Context: an optimization exercise on an open-source flow, tuned for a short achievable clock period and few clock cycles. The choices shown serve that exercise and are no tape-out recipe.
Only simulation tests tie the RTL to the original design; equivalence was not proved.
Power is estimated from default activity; no workload was simulated.

<file path="flow/config.mk">
export PLATFORM = sky130hd
export DESIGN_NAME = pxc_decoder
export DESIGN_NICKNAME = pxc_decoder
export VERILOG_FILES = /design/flow/design.v
export SDC_FILE = /design/flow/constraint.sdc
export NUM_CORES = 4
export LEC_CHECK = 0
export CAP_MARGIN = 20
export CORE_MARGIN = 2
export CORE_UTILIZATION = 40
export SLEW_MARGIN = 20
</file>
<file path="flow/design.v">
module pxc_decoder (
    input             clk,
    input             rst,
    input             start,
    input      [3:0]  op,
    input      [4:0]  fmt,
    input      [10:0] width,
    input      [10:0] height,
    input      [23:0] in_len,
    output            busy,
    output reg        done,
    output reg [2:0]  sel_codec,
    output reg        sel_ov,
    output reg        sel_lr,
    output reg [1:0]  err,
    output reg [10:0] err_info,
    output reg        w_rsvd,
    output reg        w_dim,
    output reg        w_fmt,
    output reg        w_trunc,
    output reg        w_fallback,
    output reg [31:0] hdr,
    output            in_re,
    output     [21:0] in_addr,
    input      [31:0] in_rdata,
    output            pal_re,
    output     [7:0]  pal_raddr,
    input      [31:0] pal_rdata,
    output reg        pal_we,
    output reg [7:0]  pal_waddr,
    output reg [31:0] pal_wdata,
    output reg        out_we,
    output reg [21:0] out_addr,
    output reg [31:0] out_data
);
    localparam ERR_NONE    = 2'd0;
    localparam ERR_TRUNC   = 2'd1;
    localparam ERR_ILLEGAL = 2'd2;
    localparam C_NONE = 3'd0, C_I1 = 3'd1, C_I2 = 3'd2, C_I4 = 3'd3, C_I8 = 3'd4,
               C_565  = 3'd5, C_888 = 3'd6, C_8888 = 3'd7;
    localparam S_IDLE  = 4'd0;
    localparam S_START = 4'd1;    
    localparam S_HDR   = 4'd2;    
    localparam S_DIM   = 4'd3;    
    localparam S_RES   = 4'd4;    
    localparam S_PRD   = 4'd5;    
    localparam S_PWR   = 4'd6;    
    localparam S_RD0   = 4'd7;    
    localparam S_RD1   = 4'd8;    
    localparam S_RD2   = 4'd9;    
    localparam S_PIX   = 4'd10;   
    localparam S_PAL   = 4'd11;   
    localparam S_FIN   = 4'd12;   
    reg [3:0]  state;
    reg [3:0]  op_r;
    reg [4:0]  fmt_r;
    reg [10:0] w_r, h_r;
    reg [23:0] len_r;
    reg [31:0] hdr_new;
    reg [21:0] n_r;         
    reg [23:0] pl_r;        
    reg [23:0] base_r;      
    reg [23:0] dlen_r;      
    reg [8:0]  pj;          
    reg [21:0] pix;         
    reg [26:0] bitpos;      
    reg [31:0] w0, w1;
    assign busy = (state != S_IDLE);
    wire        indexed = (sel_codec >= C_I1) && (sel_codec <= C_I8);
    reg  [5:0]  bpp;
    reg  [2:0]  bytes_pp;
    reg  [8:0]  entries;
    always @(*) begin
        case (sel_codec)
            C_I1:    begin bpp = 6'd1;  bytes_pp = 3'd0; entries = 9'd2;   end
            C_I2:    begin bpp = 6'd2;  bytes_pp = 3'd0; entries = 9'd4;   end
            C_I4:    begin bpp = 6'd4;  bytes_pp = 3'd0; entries = 9'd16;  end
            C_I8:    begin bpp = 6'd8;  bytes_pp = 3'd1; entries = 9'd256; end
            C_565:   begin bpp = 6'd16; bytes_pp = 3'd2; entries = 9'd0;   end
            C_888:   begin bpp = 6'd24; bytes_pp = 3'd3; entries = 9'd0;   end
            default: begin bpp = 6'd32; bytes_pp = 3'd4; entries = 9'd0;   end
        endcase
    end
    wire [10:0] pal_bytes = {entries, 2'b00};
    wire [24:0] n2 = {2'b00, n_r, 1'b0};
    wire [24:0] n3 = {2'b00, n_r, 1'b0} + {3'b000, n_r};
    wire [24:0] n4 = {1'b0, n_r, 2'b00};
    wire [24:0] pl = {1'b0, pl_r};
    wire        fmt_indexed = (fmt_r >= 5'd7) && (fmt_r <= 5'd10);
    reg  [2:0]  r_codec;
    reg         r_ov, r_lr, r_fb;
    always @(*) begin
        r_codec = C_565;
        r_ov    = 1'b0;
        r_lr    = 1'b0;
        r_fb    = 1'b0;
        if (op_r == 4'd0) begin
            if (pl == n2)      r_codec = C_565;
            else if (pl == n3) r_codec = C_888;
            else begin         r_codec = C_565; r_fb = 1'b1; end
        end else if (op_r <= 4'd7) begin
            r_codec = op_r[2:0];
        end else if (pl == n2) begin
            r_codec = C_565;
            r_ov    = (fmt_r != 5'd4);
        end else if (pl == n4) begin
            r_codec = C_8888;
            r_ov    = (fmt_r != 5'd5);
        end else if (fmt_indexed) begin
            r_codec = fmt_r[2:0] - 3'd6;           
        end else if (fmt_r == 5'd4) begin
            if (pl == n3) r_codec = C_888;
            else begin    r_codec = C_565; r_fb = 1'b1; end
        end else if (fmt_r == 5'd5) begin
            r_codec = C_8888;
        end else begin
            r_codec = C_565;
            r_lr    = 1'b1;
            r_fb    = 1'b1;
        end
    end
    wire [23:0] byte_pos = bitpos[26:3];
    wire [24:0] byte_end = {1'b0, byte_pos} + {22'd0, bytes_pp};
    wire        present  = indexed ? (byte_pos < dlen_r)
                                   : (byte_end <= {1'b0, dlen_r});
    wire        straddle = (sel_codec == C_888) && byte_pos[1];
    wire [63:0] both_words = {w1, w0};
    wire [63:0] win_full   = both_words >> {byte_pos[1:0], 3'b000};
    wire [7:0]  b0 = win_full[7:0];
    wire [7:0]  b1 = win_full[15:8];
    wire [7:0]  b2 = win_full[23:16];
    wire [7:0]  b3 = win_full[31:24];
    wire [3:0] shift = 4'd8 - bpp[3:0] - {1'b0, bitpos[2:0]};
    wire [7:0] idx_raw = b0 >> shift;
    reg  [7:0] idx;
    always @(*) begin
        case (sel_codec)
            C_I1:    idx = {7'd0, idx_raw[0]};
            C_I2:    idx = {6'd0, idx_raw[1:0]};
            C_I4:    idx = {4'd0, idx_raw[3:0]};
            default: idx = idx_raw;
        endcase
    end
    wire [15:0] p565 = {b1, b0};
    wire [4:0]  r5 = p565[15:11];
    wire [5:0]  g6 = p565[10:5];
    wire [4:0]  c5 = p565[4:0];
    reg  [31:0] tc_pix;
    always @(*) begin
        case (sel_codec)
            C_565:   tc_pix = {8'hFF, c5, c5[4:2], g6, g6[5:4], r5, r5[4:2]};
            C_888:   tc_pix = {8'hFF, b2, b1, b0};
            default: tc_pix = {b3, b2, b1, b0};
        endcase
    end
    wire        px_live  = (state == S_RD0) && (pix != n_r);
    wire        rd_hdr   = (state == S_START) && (op_r == 4'd10) && (len_r >= 24'd4);
    wire        rd_pal   = (state == S_PRD);
    wire        rd_first = px_live && present;
    wire        rd_second = (state == S_RD1) && straddle;
    wire [21:0] pix_word = base_r[23:2] + byte_pos[23:2] + {21'd0, rd_second};
    assign in_re   = rd_hdr || rd_pal || rd_first || rd_second;
    assign in_addr = rd_hdr ? 22'd0 :
                     rd_pal ? base_r[23:2] + {13'd0, pj} :
                              pix_word;
    assign pal_re    = indexed && ((px_live && !present) || (state == S_PIX));
    assign pal_raddr = (state == S_PIX) ? idx : 8'd0;
    always @(posedge clk) begin
        if (rst) begin
            state      <= S_IDLE;
            done       <= 1'b0;
            sel_codec  <= C_NONE;
            sel_ov     <= 1'b0;
            sel_lr     <= 1'b0;
            err        <= ERR_NONE;
            err_info   <= 11'd0;
            w_rsvd     <= 1'b0;
            w_dim      <= 1'b0;
            w_fmt      <= 1'b0;
            w_trunc    <= 1'b0;
            w_fallback <= 1'b0;
            hdr        <= 32'd0;
            pal_we     <= 1'b0;
            pal_waddr  <= 8'd0;
            pal_wdata  <= 32'd0;
            out_we     <= 1'b0;
            out_addr   <= 22'd0;
            out_data   <= 32'd0;
            op_r       <= 4'd0;
            fmt_r      <= 5'd0;
            w_r        <= 11'd0;
            h_r        <= 11'd0;
            len_r      <= 24'd0;
            hdr_new    <= 32'd0;
            n_r        <= 22'd0;
            pl_r       <= 24'd0;
            base_r     <= 24'd0;
            dlen_r     <= 24'd0;
            pj         <= 9'd0;
            pix        <= 22'd0;
            bitpos     <= 27'd0;
            w0         <= 32'd0;
            w1         <= 32'd0;
        end else begin
            done   <= 1'b0;
            pal_we <= 1'b0;
            out_we <= 1'b0;
            case (state)
                S_IDLE: begin
                    if (start) begin
                        op_r       <= op;
                        fmt_r      <= fmt;
                        w_r        <= width;
                        h_r        <= height;
                        len_r      <= in_len;
                        sel_codec  <= C_NONE;
                        sel_ov     <= 1'b0;
                        sel_lr     <= 1'b0;
                        err        <= ERR_NONE;
                        err_info   <= 11'd0;
                        w_rsvd     <= 1'b0;
                        w_dim      <= 1'b0;
                        w_fmt      <= 1'b0;
                        w_trunc    <= 1'b0;
                        w_fallback <= 1'b0;
                        state      <= S_START;
                    end
                end
                S_START: begin
                    if (op_r > 4'd10) begin
                        err      <= ERR_ILLEGAL;
                        err_info <= {7'd0, op_r};
                        state    <= S_FIN;
                    end else if (op_r == 4'd10) begin
                        if (len_r < 24'd4) begin
                            err      <= ERR_TRUNC;
                            err_info <= 11'd4;
                            state    <= S_FIN;
                        end else begin
                            state <= S_HDR;
                        end
                    end else begin
                        state <= S_DIM;
                    end
                end
                S_HDR: begin
                    hdr_new <= in_rdata;
                    fmt_r   <= in_rdata[4:0];
                    w_r     <= in_rdata[20:10];
                    h_r     <= in_rdata[31:21];
                    w_rsvd  <= (in_rdata[7:5] != 3'd0);
                    w_dim   <= (in_rdata[20:10] == 11'd0) || (in_rdata[31:21] == 11'd0);
                    w_fmt   <= (in_rdata[4:0] >= 5'd11);
                    state   <= S_DIM;
                end
                S_DIM: begin
                    n_r    <= w_r * h_r;
                    pl_r   <= (op_r == 4'd10) ? len_r - 24'd4 : len_r;
                    base_r <= (op_r == 4'd10) ? 24'd4 : 24'd0;
                    state  <= S_RES;
                end
                S_RES: begin
                    sel_codec  <= r_codec;
                    sel_ov     <= r_ov;
                    sel_lr     <= r_lr;
                    w_fallback <= r_fb;
                    pix        <= 22'd0;
                    bitpos     <= 27'd0;
                    pj         <= 9'd0;
                    dlen_r     <= pl_r;
                    if (op_r == 4'd8) begin
                        state <= S_FIN;
                    end else if (op_r >= 4'd9 && r_codec >= C_I1 && r_codec <= C_I8) begin
                        state <= S_PRD;
                    end else begin
                        state <= S_RD0;
                    end
                end
                S_PRD: begin
                    if (pl_r < {13'd0, pal_bytes}) begin
                        err       <= ERR_TRUNC;
                        err_info  <= pal_bytes;
                        sel_codec <= C_NONE;
                        state     <= S_FIN;
                    end else begin
                        state <= S_PWR;
                    end
                end
                S_PWR: begin
                    pal_we    <= 1'b1;
                    pal_waddr <= pj[7:0];
                    pal_wdata <= {in_rdata[31:24], in_rdata[7:0], in_rdata[15:8], in_rdata[23:16]};
                    pj        <= pj + 9'd1;
                    if (pj + 9'd1 == entries) begin
                        base_r <= base_r + {13'd0, pal_bytes};
                        dlen_r <= pl_r - {13'd0, pal_bytes};
                        state  <= S_RD0;
                    end else begin
                        state <= S_PRD;
                    end
                end
                S_RD0: begin
                    if (pix == n_r) begin
                        state <= S_FIN;
                    end else if (present) begin
                        state <= S_RD1;
                    end else begin
                        w_trunc <= 1'b1;
                        if (indexed) begin
                            state <= S_PAL;
                        end else begin
                            out_we   <= 1'b1;
                            out_addr <= pix;
                            out_data <= 32'd0;
                            pix      <= pix + 22'd1;
                            bitpos   <= bitpos + {21'd0, bpp};
                        end
                    end
                end
                S_RD1: begin
                    w0    <= in_rdata;
                    state <= straddle ? S_RD2 : S_PIX;
                end
                S_RD2: begin
                    w1    <= in_rdata;
                    state <= S_PIX;
                end
                S_PIX: begin
                    if (indexed) begin
                        state <= S_PAL;
                    end else begin
                        out_we   <= 1'b1;
                        out_addr <= pix;
                        out_data <= tc_pix;
                        pix      <= pix + 22'd1;
                        bitpos   <= bitpos + {21'd0, bpp};
                        state    <= S_RD0;
                    end
                end
                S_PAL: begin
                    out_we   <= 1'b1;
                    out_addr <= pix;
                    out_data <= pal_rdata;
                    pix      <= pix + 22'd1;
                    bitpos   <= bitpos + {21'd0, bpp};
                    state    <= S_RD0;
                end
                S_FIN: begin
                    if (op_r == 4'd10 && err == ERR_NONE) hdr <= hdr_new;
                    done  <= 1'b1;
                    state <= S_IDLE;
                end
                default: state <= S_IDLE;
            endcase
        end
    end
endmodule
</file>
<file path="flow/constraint.sdc">
create_clock -name core_clock -period 6.5 [get_ports {clk}]
set_input_delay 1.3000 -clock core_clock [delete_from_list [all_inputs] [get_ports {clk}]]
set_output_delay 1.3000 -clock core_clock [all_outputs]
set_load 0.01 [all_outputs]
</file>
<file path="flow/run.sh">
#!/bin/bash
# synth_recipe.tcl (not shown) runs the flow's synth.tcl, then flattens the netlist and writes it again
# the make line also repeats each setting of config.mk as NAME=value (left out here)
make -C /OpenROAD-flow-scripts/flow DESIGN_CONFIG=/design/flow/config.mk WORK_HOME=/design/flow/orfs CLKGATE_MAP_FILE= SYNTH_SCRIPT=/design/flow/synth_recipe.tcl finish
</file>
==> results.toml <==
[status]
status = "no timing/DRC/antenna violations"

[route]
vias = 26956
drtIter0Drc = 1770
ant_nets = 0
wire_per_inst_um = 19.4
via_per_inst = 5.42
wirelength_um = 96500
drc = 0
drtPass1Iterations = 8

[cts]
cts_tree = "built"
cts_sinks = 445
cts.path.max_buffers = 3
cts_max_level = 2
clk_pin_slew_ps = 60
postCtsHoldBufs = 0
insertion_delay_ps = 640
cts_root_buffer = "clkbuf_16"
cts_buffers = 52

[timing]
slew_headroom = 0.285
worst_pin_slew_ps = 1070
layout_min_cycle_time_ps = 6200
clock_skew_ps = 45.5
grt_setup_unrepaired = "false"
setup_viol = 0
hold_ws_ps = 452
finalHoldViolCount = 0
fmax_mhz = 161
slew_viol_final = 0
setup_slack_ps = 302
fin_crit_sh = 0.954
finalSetupTns_ps = 0

[worst_setup_path]
crit_chain = "buf_4 > or3_1 > nand2_1 > ha_1 > a21o_1 > nand2b_1 > nand2b_4 > nor2_1 > xor2_1 > ha_1 > a21o_1 > a21o_1 > a21o_1 > a21oi_1 > nor2b_1 > o31ai_2 > nand3_2 > or2_2 > o21ai_1 > buf_4 > dlygate4sd2_1"
crit_path_end_kind = "output pin"
cpLargestDelayFamily = "simple AND/OR/NAND/NOR gates"
cpMostUsedCell = "a21o_1"
slowest_delay_ps = 400
cp_slowest_cell = "or3_1"
worstPathMaxFanout = 9
worst-setup-path-type = "reg -> out"
crit_path_start_kind = "register"
r2r_setup_slack_ps = 700
path_buf_inv = 3
required_ps = 5200
worstPathArrival_ps = 4900

[die]
die_x_um = 275
start_util = 0.404
core_sq_mm = 0.0728
num_io_pins = 307
design.die.area_sq_mm = 0.0757
core.rowCount = 99
die_h_um = 275

[finish]
regArea_sq_mm = 0.00891
final_area_sq_mm = 0.0352
drive_gt1_frac = 0.0606
final_cells = 4972
post-route-util = 0.483
diodes = 0
area_growth_pct = 19.7
multi_input_area_sq_mm = 0.0191
nNetsFinal = 4365
fillers = 7294

[synthesis]
synth_largest_area_cell = "dfxtp_1"
yosysTopAreaCellShare = 0.303
synth-main-ff-cell = "dfxtp_1"
synthTopCellsByArea = "dfxtp_1 30%, nand2_1 9.1%, ha_1 7.8%"
synth_edf_count = 0
avgSynthCellArea_sq_um = 7.76
ys_types = 84
synth-seq-cells = 445
synthCells = 3790
ys_warn_count = 1
ys_seq_area_frac = 0.303
synth.cell_area_sq_mm = 0.0294
async_flop_share = 0

[power_and_ir_drop]
power_density_mw_per_mm2 = 256
ir_drop_mv = 0.203
finalPower_mw = 9.02
p_leak_nw = 13.5

[place]
place_inst = 4871
gp_congestion = 0.945
port_buffers = 302
dp_slack_ps = 229
dpl_cell_area_sq_mm = 0.0332
hpwl_um = 72700

[hold_path]
hold_path.class = "reg -> reg"

[global_route]
antenna_found_initial = 7
grt_pass1_vias = 25661
grt_max_degree = 127
grt.total_usage = 0.250
grt-ovfl-total = 0
grt_pass1_wl_um = 150000

[job]
max_cap_violations = 0
registers in the layout, indices dropped and copies added, names as in the netlist, 3 cells and up:
signal     flops
out_data      32
n_r           22
bitpos        27
pal_waddr      8
len_r         24
w1            24
hdr           32
state          4
w_r           11
out_addr      22
pj             9
pl_r          24
w0            32
sel_codec      3
h_r           11
base_r        22
pal_wdata     32
fmt_r          5
dlen_r        24
hdr_new       32
pix           22
op_r           4
err_info       7
logic make-up after synthesis:
logic type / Yosys count / synth area share
buffers and inverters: 417 / 0.0544
multiplexers: 79 / 0.0281
other: 1 / 0.000128
AND/OR/NAND/NOR: 1475 / 0.225
XOR/XNOR: 244 / 0.0727
flip-flops: 445 / 0.303
adder cells (fa/ha/maj): 273 / 0.139
AO/OA/AOI/OAI: 856 / 0.178
per-layer routing:
metal,track usage,routed length (um),vias to the layer above
met4,0.0717,2780,12
met3,0.0481,6000,165
met5,0,80,-
met1,0.333,42900,12727
met2,0.411,44700,706
li1,-,-,13346
placed cells by master (no fill, tap or decap), drive strengths merged, types with 60 or more instances in the layout:
| cell type | n |
|---|---|
| nand2 | 713 |
| a21oi | 384 |
| xor2 | 89 |
| xnor2 | 155 |
| dfxtp | 445 |
| mux2i | 60 |
| buf | 64 |
| inv | 175 |
| nor2 | 330 |
| a211oi | 86 |
| nor3 | 70 |
| clkdlybuf4s50 | 298 |
| ha | 184 |
| clkbuf | 70 |
| and2 | 63 |
| o21ai | 123 |
| fa | 89 |
worst register-to-register path, cell delays in order (launching register included):
cell	delay, ps
dfxtp_1	600
nand2_1	150
fa_1	550
inv_1	50
fa_1	500
inv_1	60
fa_1	480
inv_1	60
fa_1	510
fa_1	490
ha_1	250
or3_1	370
o21ai_0	80
a21oi_1	90
a41oi_1	340
a211o_1	220
o21ai_0	160
a31oi_1	260
o21ai_0	150
xnor2_1	140
a22o_1	200
where the power goes:
part           internal (mW)  switching, mW
logic                   1.00           1.62
clock network           1.83           1.29
registers               2.93          0.349
total                   5.76           3.25
cells in the mapped netlist (18+ instances only):
cell type	count
a211oi_1	85
a21o_1	41
a21oi_1	384
a22oi_1	19
a31oi_1	48
and2_1	63
and3_1	21
clkbuf_1	211
dfxtp_1	445
fa_1	89
ha_1	184
inv_1	173
mux2_2	18
mux2i_1	60
nand2_1	711
nand2b_1	22
nand3_1	56
nand4_1	41
nor2_1	329
nor2b_1	38
nor3_1	70
nor4_1	38
o211ai_1	22
o21a_1	18
o21ai_0	120
or3_1	26
xnor2_1	155
xor2_1	89
area by class of cell:
| type | count | share of cell area |
|---|---|---|
| well taps | 959 | 0.0341 |
| multi-input cells | 2931 | 0.542 |
| clock buffers | 69 | 0.0425 |
| repair buffers | 365 | 0.0994 |
| clock inverters | 28 | 0.00996 |
| inverters | 175 | 0.0187 |
| flip-flops and latches | 445 | 0.253 |
worst paths after layout:
kind | start | endpoint | depth (start not counted)
max | sel_codec[1] | in_re | 21
min | pal_wdata[9] | pal_wdata[9] | 2
max reg2reg | w_r[5] | n_r[21] | 20
min reg2reg | pal_wdata[9] | pal_wdata[9] | 2
timing repair:
action / 4_1_cts / 5_1_grt
pin swaps: 2 / 2
resized for setup: 13 / 12
endpoints found under the setup margin: 3 / 6
endpoints found under the hold margin: 0 / 0
setup buffers: 3 / 1

## re-timing with driven ports
The results above use ideal ports. As a check the final layout listed here was re-extracted and re-timed, cells and wires unchanged.
Step 1, drivers: a clkbuf_16 drives clk and a buf_2 each remaining input, both assumed.
Step 2 times the ports against the registers' clock, not the clock port: input delays grow and output delays shrink by t, the midpoint of the rising clock arrivals with the driver on.
a / b / c = no drivers / after step 1 / after step 2; a / b = the first two.
shift t [ns]: 0.689
setup WS [ns]: 0.302 / 0.234 / 0.696
worst data-port slew with drivers (ns): 0.14
After both steps setup and hold are still met in this run. The setup slack of this run moves by -0.068 ns with the drivers and by +0.394 ns with both steps.
